Source: an optimization exercise on an open RTL-to-GDS flow (aim: small area, a short achievable clock period and few clock cycles). Production flows keep margins and buffers that such runs may drop.
The RTL was checked by simulation tests, not by an equivalence proof against the original design.
Power figures rest on the tool's default switching activity, not on a simulated workload.

===== flow/run.sh =====
#!/bin/bash
# synth_recipe.tcl (not shown) runs the flow's synth.tcl, then flattens the netlist and writes it again
# the make line also repeats each setting of config.mk as NAME=value (left out here)
make -C /OpenROAD-flow-scripts/flow DESIGN_CONFIG=/design/flow/config.mk WORK_HOME=/design/flow/orfs CLKGATE_MAP_FILE= SYNTH_SCRIPT=/design/flow/synth_recipe.tcl finish

===== flow/config.mk =====
export PLATFORM = sky130hd
export DESIGN_NAME = wpd_decomp
export DESIGN_NICKNAME = wpd_decomp
export VERILOG_FILES = /design/flow/design.v
export SDC_FILE = /design/flow/constraint.sdc
export NUM_CORES = 4
export LEC_CHECK = 0
export CAP_MARGIN = 20
export CORE_MARGIN = 2
export CORE_UTILIZATION = 40
export SLEW_MARGIN = 20

===== flow/constraint.sdc =====
create_clock -name core_clock -period 10.0 [get_ports {clk}]
set_input_delay 2.0000 -clock core_clock [delete_from_list [all_inputs] [get_ports {clk}]]
set_output_delay 2.0000 -clock core_clock [all_outputs]
set_load 0.01 [all_outputs]

===== flow/design.v =====
module wpd_decomp (
    input  wire        clk,
    input  wire        rst,           
    input  wire        in_valid,
    input  wire [7:0]  in_data,
    output wire        in_ready,
    output wire        out_valid,
    output wire [7:0]  out_data,
    input  wire        out_ready,
    output wire        ctx_valid,
    output wire [31:0] ignored_count,
    output wire [1:0]  err_code       
);
    localparam [4:0] TAG_TIME     = 5'd0;
    localparam [4:0] TAG_ACCEL    = 5'd1;
    localparam [4:0] TAG_LSCONFIG = 5'd2;
    localparam [4:0] TAG_LSDATA   = 5'd3;
    localparam [4:0] TAG_TEMP     = 5'd4;
    localparam [4:0] TAG_TAG      = 5'd5;
    localparam [4:0] TAG_ACCELCMP = 5'd6;
    localparam [4:0] TAG_COUNT    = 5'd7;
    localparam [4:0] TAG_EVENT    = 5'd8;
    localparam [2:0] S_HDR  = 3'd0;   
    localparam [2:0] S_PASS = 3'd1;   
    localparam [2:0] S_CB   = 3'd2;   
    localparam [2:0] S_LOAD = 3'd3;   
    localparam [2:0] S_SKIP = 3'd4;   
    localparam [2:0] S_DEC  = 3'd5;   
    localparam [2:0] S_EMIT = 3'd6;   
    localparam [2:0] S_ERR  = 3'd7;   
    localparam [1:0] K_STILL = 2'd0;
    localparam [1:0] K_LIT8  = 2'd1;
    localparam [1:0] K_DELTA = 2'd2;
    localparam [1:0] K_BAD   = 2'd3;
    reg  [2:0]   state;
    reg  [4:0]   cnt;         
    reg  [2:0]   pidx;        
    reg          is_accel;    
    reg  [1:0]   kind;        
    reg  [3:0]   width;       
    reg  [3:0]   fcm1;        
    reg  [3:0]   field;       
    reg  [1:0]   axis;        
    reg  [1:0]   ebyte;       
    reg  [4:0]   lidx;        
    reg  [7:0]   pay [0:17];  
    reg  [7:0]   bitpos;      
    reg  signed [7:0] w0, w1, w2;   
    reg          vld;
    reg  [31:0]  ignored;
    reg  [1:0]   err;
    reg          ov;
    reg  [7:0]   ob;
    wire [4:0] tag = in_data[4:0];
    function [4:0] fixed_len;
        input [7:0] b0;
        begin
            case (b0[4:0])
                TAG_TIME:     fixed_len = 5'd5;
                TAG_ACCEL:    fixed_len = 5'd4;
                TAG_LSCONFIG: fixed_len = 5'd2;
                TAG_LSDATA:   fixed_len = 5'd1 + {3'd0, b0[7]} + {3'd0, b0[7]}
                                               + {3'd0, b0[6]} + {3'd0, b0[6]}
                                               + {3'd0, b0[5]} + {3'd0, b0[5]};
                TAG_TEMP:     fixed_len = 5'd3;
                TAG_TAG:      fixed_len = 5'd2;
                TAG_COUNT:    fixed_len = 5'd3;
                TAG_EVENT:    fixed_len = 5'd2;
                default:      fixed_len = 5'd0;
            endcase
        end
    endfunction
    wire [2:0] cb_sel = in_data[6:4];
    wire       cb_top = in_data[7];
    wire [3:0] cb_fcm1 = in_data[3:0];
    reg  [1:0] cb_kind;
    reg  [3:0] cb_width;    
    always @* begin
        case (cb_sel)
            3'd0: begin cb_kind = K_DELTA; cb_width = 4'd3; end
            3'd1: begin cb_kind = K_DELTA; cb_width = 4'd4; end
            3'd2: begin cb_kind = K_DELTA; cb_width = 4'd5; end
            3'd3: begin cb_kind = K_DELTA; cb_width = 4'd6; end
            3'd4: begin cb_kind = K_LIT8;  cb_width = 4'd8; end
            3'd5: begin
                if (cb_top) begin cb_kind = K_STILL; cb_width = 4'd0; end
                else        begin cb_kind = K_BAD;   cb_width = 4'd8; end
            end
            default: begin cb_kind = K_BAD; cb_width = 4'd8; end
        endcase
    end
    wire [4:0] cb_fc      = {1'b0, cb_fcm1} + 5'd1;
    wire [8:0] total_bits = cb_fc * cb_width * 9'd3;
    wire       cb_toolong = (cb_kind != K_STILL) && (total_bits > 9'd144);
    wire [4:0] cb_paylen  = (cb_kind == K_STILL) ? 5'd0 : total_bits[8:3] + {4'd0, |total_bits[2:0]};
    wire [143:0] pay_bits;
    genvar gi;
    generate
        for (gi = 0; gi < 18; gi = gi + 1) begin : g_pay
            assign pay_bits[143 - 8*gi -: 8] = pay[gi];
        end
    endgenerate
    wire [143:0] shifted = pay_bits << bitpos;
    wire [7:0]   raw8    = shifted[143:136];
    reg  signed [7:0] field_val;    
    always @* begin
        case (width)
            4'd3:    field_val = {{5{raw8[7]}}, raw8[7:5]};
            4'd4:    field_val = {{4{raw8[7]}}, raw8[7:4]};
            4'd5:    field_val = {{3{raw8[7]}}, raw8[7:3]};
            4'd6:    field_val = {{2{raw8[7]}}, raw8[7:2]};
            default: field_val = raw8;
        endcase
    end
    reg signed [7:0] prev;
    always @* begin
        case (axis)
            2'd0:    prev = w0;
            2'd1:    prev = w1;
            default: prev = w2;
        endcase
    end
    wire signed [7:0] new_wrap = prev + field_val;
    wire signed [9:0] diff     = {{2{new_wrap[7]}}, new_wrap} - {{2{prev[7]}}, prev};
    wire        [9:0] mag      = diff[9] ? -diff : diff;
    reg         [3:0] min_w;    
    always @* begin
        if      (mag[8]) min_w = 4'd10;
        else if (mag[7]) min_w = 4'd9;
        else if (mag[6]) min_w = 4'd8;
        else if (mag[5]) min_w = 4'd7;
        else if (mag[4]) min_w = 4'd6;
        else if (mag[3]) min_w = 4'd5;
        else if (mag[2]) min_w = 4'd4;
        else if (mag[1]) min_w = 4'd3;
        else if (mag[0]) min_w = 4'd2;
        else             min_w = 4'd1;
    end
    reg signed [7:0] dec_val;
    always @* begin
        if (kind == K_LIT8)
            dec_val = field_val;
        else if (min_w <= width)
            dec_val = new_wrap;
        else if (min_w > 4'd6) begin
            if (prev[7] && field_val[7])
                dec_val = -8'sd128;
            else if (!prev[7] && prev != 8'sd0 && !field_val[7] && field_val != 8'sd0)
                dec_val = 8'sd127;
            else
                dec_val = new_wrap;
        end else
            dec_val = prev;
    end
    wire out_free = !ov || out_ready;
    reg  in_rdy;
    always @* begin
        case (state)
            S_HDR, S_PASS: in_rdy = out_free;
            S_CB, S_LOAD, S_SKIP: in_rdy = 1'b1;
            default: in_rdy = 1'b0;
        endcase
    end
    wire in_fire = in_valid && in_rdy;
    assign in_ready      = in_rdy;
    assign out_valid     = ov;
    assign out_data      = ob;
    assign ctx_valid     = vld;
    assign ignored_count = ignored;
    assign err_code      = err;
    integer i;
    always @(posedge clk) begin
        if (rst) begin
            state    <= S_HDR;
            cnt      <= 5'd0;
            pidx     <= 3'd0;
            is_accel <= 1'b0;
            kind     <= K_STILL;
            width    <= 4'd0;
            fcm1     <= 4'd0;
            field    <= 4'd0;
            axis     <= 2'd0;
            ebyte    <= 2'd0;
            lidx     <= 5'd0;
            bitpos   <= 8'd0;
            w0       <= 8'sd0;
            w1       <= 8'sd0;
            w2       <= 8'sd0;
            vld      <= 1'b0;
            ignored  <= 32'd0;
            err      <= 2'd0;
            ov       <= 1'b0;
            ob       <= 8'd0;
            for (i = 0; i < 18; i = i + 1)
                pay[i] <= 8'd0;
        end else begin
            if (ov && out_ready)
                ov <= 1'b0;
            case (state)
                S_HDR: if (in_fire) begin
                    if (tag == TAG_ACCELCMP) begin
                        state <= S_CB;
                    end else if (fixed_len(in_data) == 5'd0) begin
                        err   <= 2'd1;
                        state <= S_ERR;
                    end else begin
                        ov       <= 1'b1;
                        ob       <= in_data;
                        is_accel <= (tag == TAG_ACCEL);
                        if (tag == TAG_ACCEL)
                            vld <= 1'b1;
                        pidx <= 3'd1;
                        cnt  <= fixed_len(in_data) - 5'd1;
                        if (fixed_len(in_data) != 5'd1)
                            state <= S_PASS;
                    end
                end
                S_PASS: if (in_fire) begin
                    ov <= 1'b1;
                    ob <= in_data;
                    if (is_accel) begin
                        if (pidx == 3'd1) w0 <= in_data;
                        if (pidx == 3'd2) w1 <= in_data;
                        if (pidx == 3'd3) w2 <= in_data;
                    end
                    pidx <= pidx + 3'd1;
                    cnt  <= cnt - 5'd1;
                    if (cnt == 5'd1)
                        state <= S_HDR;
                end
                S_CB: if (in_fire) begin
                    kind   <= cb_kind;
                    width  <= cb_width;
                    fcm1   <= cb_fcm1;
                    field  <= 4'd0;
                    axis   <= 2'd0;
                    ebyte  <= 2'd0;
                    lidx   <= 5'd0;
                    bitpos <= 8'd0;
                    cnt    <= cb_paylen;
                    if (cb_toolong) begin
                        err   <= 2'd1;
                        state <= S_ERR;
                    end else if (cb_kind == K_BAD) begin
                        err   <= 2'd2;
                        state <= S_ERR;
                    end else if (cb_kind != K_LIT8 && !vld) begin
                        ignored <= ignored + 32'd1;
                        state   <= (cb_paylen == 5'd0) ? S_HDR : S_SKIP;
                    end else begin
                        if (cb_kind == K_LIT8)
                            vld <= 1'b1;
                        state <= (cb_kind == K_STILL) ? S_EMIT : S_LOAD;
                    end
                end
                S_SKIP: if (in_fire) begin
                    cnt <= cnt - 5'd1;
                    if (cnt == 5'd1)
                        state <= S_HDR;
                end
                S_LOAD: if (in_fire) begin
                    pay[lidx] <= in_data;
                    lidx <= lidx + 5'd1;
                    cnt  <= cnt - 5'd1;
                    if (cnt == 5'd1)
                        state <= S_DEC;
                end
                S_DEC: begin
                    case (axis)
                        2'd0:    w0 <= dec_val;
                        2'd1:    w1 <= dec_val;
                        default: w2 <= dec_val;
                    endcase
                    bitpos <= bitpos + {4'd0, width};
                    if (axis == 2'd2) begin
                        axis  <= 2'd0;
                        state <= S_EMIT;
                    end else
                        axis <= axis + 2'd1;
                end
                S_EMIT: if (out_free) begin
                    ov <= 1'b1;
                    case (ebyte)
                        2'd0:    ob <= {3'd0, TAG_ACCEL};
                        2'd1:    ob <= w0;
                        2'd2:    ob <= w1;
                        default: ob <= w2;
                    endcase
                    ebyte <= ebyte + 2'd1;
                    if (ebyte == 2'd3) begin
                        field <= field + 4'd1;
                        if (field == fcm1)
                            state <= S_HDR;
                        else if (kind != K_STILL)
                            state <= S_DEC;
                    end
                end
                default: ;   
            endcase
        end
    end
endmodule

==> run notes <==
[power breakdown]
group,switching [W],internal (W)
Sequential,0.0000903,0.00117
Clock,0.000478,0.000657
Combinational,0.000640,0.000411
Total,0.00121,0.00224
[sequential cells by signal (all words and copies together), names as in the netlist, 5 cells and up]
register / cells
pay: 144
ignored: 32
bitpos: 8
ob: 8
w0: 8
w1: 8
w2: 8
cnt: 5
lidx: 5
[tightest hold or removal path, cell delays in order (launching register included)]
cell	delay [ns]
dfxtp_1	0.32
nand2_1	0.05
a21oi_1	0.05
[cells in the mapped netlist, types with 7 or more instances]
cell type,instances
nand3_1,62
a31oi_1,18
a41oi_1,7
nor2_1,325
mux2i_1,155
a22oi_1,55
or3_1,30
o21ai_0,54
o21bai_1,13
a2111oi_0,9
dfxtp_1,111
buf_4,16
fa_1,11
buf_1,8
buf_12,8
xnor2_1,30
o22ai_1,10
nand2b_1,29
mux2_2,16
a311oi_1,32
nand4_1,26
ha_1,68
a211oi_1,30
clkbuf_1,94
nor3_1,46
xor2_1,23
buf_2,25
nor3b_1,11
nand2_1,184
a21o_1,13
a21oi_1,139
nor2b_1,29
or2_2,9
and2_1,30
edfxtp_1,144
mux4_2,112
o21a_1,7
and3_1,15
inv_1,74
[kinds of logic after synthesis]
family / after synthesis
xor+xnor: 54
flops: 255
compound gates: 481
buf+inv: 238
simple gates: 822
mux: 286
fa+ha+maj: 79
[timing repair]
item                                    in CTS  in global routing
hold buffers                                 0                  0
endpoints found under the setup margin       0                 21
buffers inserted                             0                  6
[layout make-up]
cell class                      instances  share of cell area
Multi-Input combinational cell       1722               0.571
Sequential cell                       255               0.287
Timing Repair Buffer                  120              0.0480
Clock buffer                           39              0.0374
Tap cell                              680              0.0372
Inverter                               80              0.0131
Clock inverter                         16             0.00683
[worst paths after layout]
| check | slack (ns) | start | end | cells after the start |
|---|---|---|---|---|
| max reg2reg | 0.75 | bitpos[0] | w0[5] | 36 |
| min | 0.48 | fcm1[2] | fcm1[2] | 2 |
| min reg2reg | 0.48 | fcm1[2] | fcm1[2] | 2 |
| max | 0.75 | bitpos[0] | w0[5] | 36 |
[layer usage]
layer | vias to the layer above | part of all wire | global-route usage
li1 | 8312 | - | -
met1 | 9121 | 0.43 | 0.365
met2 | 1078 | 0.43 | 0.379
met3 | 154 | 0.11 | 0.0583
met4 | 2 | 0.029 | 0.0831
met5 | - | 0.00018 | 0
[per-stage QoR]
step / hold WS, ns / power [W] / std cells / utilization / cell area, µm²
after floorplan: 0.448 / 0.00201 / 2215 / - / 20800
after global placement: 0.457 / 0.00228 / 2849 / 0.424 / 21800
after detailed placement: 0.466 / 0.00230 / 2850 / 0.424 / 21800
after CTS: 0.474 / 0.00343 / 2905 / 0.444 / 22800
after global routing: 0.501 / 0.00362 / 2912 / 0.446 / 22900
final: 0.476 / 0.00344 / 2912 / 0.446 / 22900
==> reports/results.tsv <==
metric	value	unit
Fin Setup TNS	0	ns
CP delay by family, top	compound AO/OA/AOI/OAI gates	
Max VDD drop	136	µV
post-CTS sizing	0	
final setup violation count	0	
Final Hold Fails	0	
Final min period	9.25	ns
share of cells above drive strength 1	0.129	
max-slew violations	0	
RSZ-0062 raised after global routing	no	
Post-Synth XOR/XNOR Area	0.0234	
Ports	57	
buffer levels on the longest clock path	3	
main combinational cell family by area after synthesis	multiplexers	
area of the multi-input gates	0.0131	mm²
Routability Congestion	0.990	
share of the synthesized area in the top cell type	0.208	
yosys warns	1	
# DRC	0	
Num CTS Buffers	30	
CTS tree	done	
CP bufs+invs	4	
initial antenna violation count	1	
row cnt	83	
# fillers	4930	
port bufs	56	
GR Overflow Total	0	
post-synthesis mux area share	0.207	
clk slew on worst S/H paths	0.06	ns
CP Class	reg2reg	
worst hold-check path type	reg2reg	
Power Density	150	mW/mm²
Die W	232	µm
Antenna Cells	0	
LEAKAGE	7.83	nW
dpl hpwl	50.6	mm
post-DR wirelength/cell	24.2	µm
relative max-transition margin	0.207	
Async SR Flop Fraction	0	
Seq cells post-synth	255	
EDFF count, synth	144	
Synth Area in Adders	0.0516	
first-pass GRT wire length	107	mm
1st-iter DRT viols	2325	
fin nets	2300	
Worst-Margin Slew	1.19	ns
DP Worst Slack	0.742	ns
critical path capture point type	flip-flop	
H-tree Lvls	1	
PnR worst setup slack	0.745	ns
unique cell type count in the Yosys netlist	95	
Worst Path Required	10.49	ns
Chip Height	232	µm
area of the mapped netlist	0.0208	mm²
Clk Latency, worst-skew pair	0.61	ns
Synth Area in Simple Gates	0.183	
Max Cap Viol	0	
ranking of synthesized cells by area	edfxtp_1 21%, mux4_2 12%, dfxtp_1 11%	
compound-cell area share of the yosys netlist	0.164	
Mapped Cells	2215	
vias after detailed routing	18700	
crit share post-route	0.925	
most common cell after layout, fill and taps aside	nor2_1	
clock skew	0.0199	ns
Syn Area/Cell	9.38	µm²
total detailed-routing wirelength	70.3	mm
Initial Util	0.405	
CP Launch Type	flip-flop	
vias per cell	6.41	
vias in the first global route	17500	
Syn-to-layout area delta	10.2	%
ANT nets after route	0	
Yosys top cell by area	edfxtp_1	
core region area	0.0513	mm²
TritonRoute pass-1 iters	7	
Seq/Total Area, Yosys	0.315	
die area	0.0538	mm²
root buffer selected by CTS	clkbuf_16	
largest net degree at the start of global routing	94	
Total GRT Usage	0.255	
Critical Path Fanout Max	42	
critical path's largest stage delay	0.80	ns
critical path arrival	9.75	ns
Syn Nets	2306	
CTS Sinks	255	
Synth Flop Type	edfxtp_1	
fmax	108	MHz
most frequent cells in the layout	325 x nor2_1, 183 x nand2_1, 155 x mux2i_1	
Slowest cell on crit path	dfxtp_4	
Sequential cell area	0.00656	mm²
run status	no timing/DRC/antenna violations	
Testbench counts, summed over its fixed seeds: cycles 156,690.

[separate check: timing with driven ports]
How much do the figures lean on ideal ports? The routed layout below was timed once more, with nothing changed but the port constraints. Step 1 assumes that a clkbuf_16 drives the clock port and a buf_2 every other input. Step 2 moves the port delays by t, midway between the first and last clock arrival at a register: inputs arrive t later, outputs are due t later. That takes back most of the time a late clock gives input paths. a / b / c = no drivers / after step 1 / after step 2; a / b = the first two.
t, ns: 0.655
slack for setup (ns): 0.745 / 0.745 / 0.745
worst hold slack (ns): 0.476 / 0.476 / 0.476
pins driven straight from the clock port: 1
After both steps setup and hold are still met in this run. The setup slack of this run moves by 0.000 ns with the drivers and by 0.000 ns with both steps.
